This is an optimization exercise on Yosys and OpenROAD, whose aim is small area, a short achievable clock period and few clock cycles per item, not a production implementation. At most, simulation tests tie the RTL to the original design; equivalence was not proved. Power figures rest on the tool's default switching activity, not on a simulated workload.

## run 1
// gsm7_alpha
module gsm7_alpha (
    input  wire        clk,
    input  wire        rst,           
    input  wire        cmd_valid,
    output wire        cmd_ready,
    input  wire [2:0]  cmd_op,
    input  wire [15:0] cmd_len,
    input  wire        in_valid,
    output wire        in_ready,
    input  wire [31:0] in_data,
    output reg         out_valid,
    input  wire        out_ready,
    output wire [20:0] out_data,
    output reg         res_valid,
    input  wire        res_ready,
    output wire [7:0]  res_err,
    output wire [15:0] res_count
);
==> flow/config.mk <==
export PLATFORM = sky130hd
export DESIGN_NAME = gsm7_alpha
export DESIGN_NICKNAME = gsm7_alpha
export VERILOG_FILES = /design/flow/design.v
export SDC_FILE = /design/flow/constraint.sdc
export NUM_CORES = 4
export LEC_CHECK = 0
export CAP_MARGIN = 20
export CORE_MARGIN = 2
export CORE_UTILIZATION = 40
export SLEW_MARGIN = 20
export SYNTH_HIERARCHICAL = 1
==> flow/constraint.sdc <==
create_clock -name core_clock -period 8.0 [get_ports {clk}]
set_input_delay 1.6000 -clock core_clock [delete_from_list [all_inputs] [get_ports {clk}]]
set_output_delay 1.6000 -clock core_clock [all_outputs]
set_load 0.01 [all_outputs]
run.sh (not shown) runs the stock make flow with config.mk's settings and CLKGATE_MAP_FILE= SYNTH_SCRIPT=/design/flow/synth_recipe.tcl, a recipe that flattens the netlist after the stock synthesis.
The inputs of run 2 differ from those of run 1 as listed below.
- setting ABC_AREA to 1 for the first time
- removing SYNTH_HIERARCHICAL (formerly 1)
==> results.txt <==
- Against run 1, run 2 comes in 0.56 points higher on sequential portion of the cell area.
- Comparing run 2 and run 1, the lower sequential power was measured on run 2.
- Looking at worst setup path endpoint, the err[4]$_SDFF_PP0_ result is from run 2; the err[0]$_SDFF_PP0_ one comes from run 1.
- Looking at share of cells above drive strength 1, run 2 sits 1.1 points higher than run 1 does.
- Number of vias per cell, run 2 and run 1: larger value in run 1
- Compared to run 1, run 2 has post-layout net count about 12% higher.
> inputs changed (run 2 -> run 3)
- clearing ABC_AREA, which used to be 1
==> results.txt <==
Both conditions hold for run 3: the flow ran to the end and the final layout passed the timing, design-rule and antenna checks. No stage failed in run 2, and the final checks on the layout all came back clean. Most common cell after layout, fill and taps aside = sky130_fd_sc_hd__nand2_1: run 2; most common cell after layout, fill and taps aside = sky130_fd_sc_hd__clkdlybuf4s50_1: run 3. Final area, run 3 and run 2, higher one = run 2. Going from run 2 to run 3, post-layout total power +2.6%; xor/xnor share of the synthesized area increased 2.2 points.
Function was not checked in any run of this note: the RTL went through the layout flow alone.

* * *

gsm7_alpha, a different RTL version from the one above (not shown whole).
Size in the first run: about 770 cells after synthesis, roughly 73 flip-flops, ~0.0053 sq mm of cells after synthesis.
export LEC_CHECK = 0
export ABC_AREA = 1
export CAP_MARGIN = 20
export CORE_MARGIN = 2
export CORE_UTILIZATION = 40
export CTS_BUF_LIST = sky130_fd_sc_hd__clkbuf_8
export CTS_CLUSTER_SIZE = 40
export SETUP_SLACK_MARGIN = 5
export SLEW_MARGIN = 20
create_clock -name core_clock -period 8.0 [get_ports {clk}]
standard.sh (not shown) runs the stock make flow with config.mk's settings and CLKGATE_MAP_FILE= SYNTH_SCRIPT=/design/flow/synth_recipe.tcl, a recipe that flattens the netlist after the stock synthesis.
==> flow/flow/run.sh <==
#!/bin/bash
# The standard layout (standard.sh), with plain buf_1 cells as the port buffers
# instead of the default choice (repair_timing resizes them where timing needs it).
set -euo pipefail
bash standard.sh BUFFER_PORTS_ARGS="-buffer_cell sky130_fd_sc_hd__buf_1" SKIP_GATE_CLONING=1 finish > standard.log 2>&1
The first run completed without violations.
Testbench counts at the start, summed over its fixed seeds: cycles 38,358, items 35,725.
Next try:
--- a/flow/flow/run.sh
+++ b/flow/flow/run.sh
@@ -5 +5 @@
-bash standard.sh BUFFER_PORTS_ARGS="-buffer_cell sky130_fd_sc_hd__buf_1" SKIP_GATE_CLONING=1 finish > standard.log 2>&1
+bash standard.sh BUFFER_PORTS_ARGS="-buffer_cell sky130_fd_sc_hd__buf_1" finish > standard.log 2>&1
- CORE_UTILIZATION: 40 -> 50
What happened:
- maximum frequency goes down slightly
- synthesized area does not change
- final area falls slightly
- routed wire length increases slightly
- worst setup slack loses 0.032 ns
- register-to-register slack is worse by 0.03 ns
- sequential power grows slightly
- core utilization went up by 12 points
- non-clock buffer count grows by 3
- clock power came out lower by a little under a tenth
Next try:
- CORE_UTILIZATION: 50 -> 40
Area after synthesis is unchanged.
Global-route usage is lower by 5.9 points.
Maximum frequency is higher by 0.94%.
Sequential power is lower by about 1%.
Design area is higher by about 1.6%.
Cell count is higher by 3.8%.
Worst hold slack improves by 0.0031 ns.
Next try:
- GPL_ROUTABILITY_DRIVEN: unset -> 0
=> Count of clock-buffer cells in the layout stays the same; die area stays the same; setup slack degrades by 0.0050 ns; register-to-register slack is about the same; critical path depth fell by 5; sequential cell count is unchanged; non-clock buffer count fell by 3; clock skew rose by 0.0034 ns; routed wire length fell by 0.33%; sequential share of layout area hardly moves.

* * *

Setup of old:
Another version of the RTL of gsm7_alpha (not shown whole).
For scale: ~760 cells after synthesis, ~78 flip-flops, ~6000 um2 of cells after synthesis.
clock: 8.0 ns
lec_check: 0
cap_margin: 20
core_margin: 2
core_utilization: 40
setup_slack_margin: 4.5
slew_margin: 20
run.sh (not shown) runs the stock make flow with config.mk's settings and CLKGATE_MAP_FILE= SYNTH_SCRIPT=/design/flow/synth_recipe.tcl, a recipe that flattens the netlist after the stock synthesis.
Stock flow here: none of the scripts above is used.
old closes out successfully: all stages finished, all timing, DRC and antenna checks passed.
Input-level comparison between new and old:
- removing SETUP_SLACK_MARGIN (formerly 4.5)
- Re post-layout utilization of the core: old and new aren't equal, and the higher value belongs to old.
- From new to old, synthesized cell count did not move at all.
- old has a higher clock buffer instance count of the final layout than new.
- Of new and old, it is new that has the higher total buffers and inverters traversed by the critical path.
- Compared with old, new shows per-cell via count in the routed design that has gone down slightly.
- Against old, design area in new came out better.
- Status: worst hold slack parity (old, new)
- new falls short of old in final period demand of the worst path.
No functional check of the RTL was part of any run of this note.

==> what the ideal ports hide <==
In the flow no input, the clock included, has a driving cell. The finished layouts below were timed again as built, in two steps.
Step 1 sets driving cells, clkbuf_16 on the clock port and buf_2 on the other inputs (assumed; they add their load-dependent delay and slew).
Step 2, shift: input delay + t, output delay - t, t = (earliest + latest rising clock arrival at the registers) / 2. This alone moves slack from input paths to output paths.
Slacks: no drivers / after step 1 / after step 2; pairs: no drivers / after step 1.
run | t, ns | slack for setup (ns) | hold slack, ns | worst setup path after step 2
run 1 | 0.383 | 3.452 / 3.452 / 3.452 | 0.478 / 0.478 / 0.478 | register to register
run 2 | 0.375 | 4.028 / 4.028 / 3.922 | 0.465 / 0.465 / 0.465 | input to register
run 3 | 0.376 | 3.514 / 3.514 / 3.514 | 0.449 / 0.449 / 0.449 | register to register
the first run of note 2 | 0.401 | 5.121 / 5.121 / 4.754 | 0.463 / 0.463 / 0.463 | input to register
the second run of note 2 | 0.371 | 5.089 / 5.089 / 4.790 | 0.461 / 0.461 / 0.461 | input to register
the third run of note 2 | 0.401 | 5.116 / 5.116 / 4.754 | 0.464 / 0.464 / 0.464 | input to register
the fourth run of note 2 | 0.391 | 5.111 / 5.111 / 4.798 | 0.458 / 0.458 / 0.458 | input to register
old | 0.377 | 4.121 / 4.130 / 3.754 | 0.473 / 0.473 / 0.473 | input to register
new | 0.379 | 2.995 / 2.995 / 2.995 | 0.474 / 0.474 / 0.474 | register to register
After both steps every run listed still meets setup and hold.
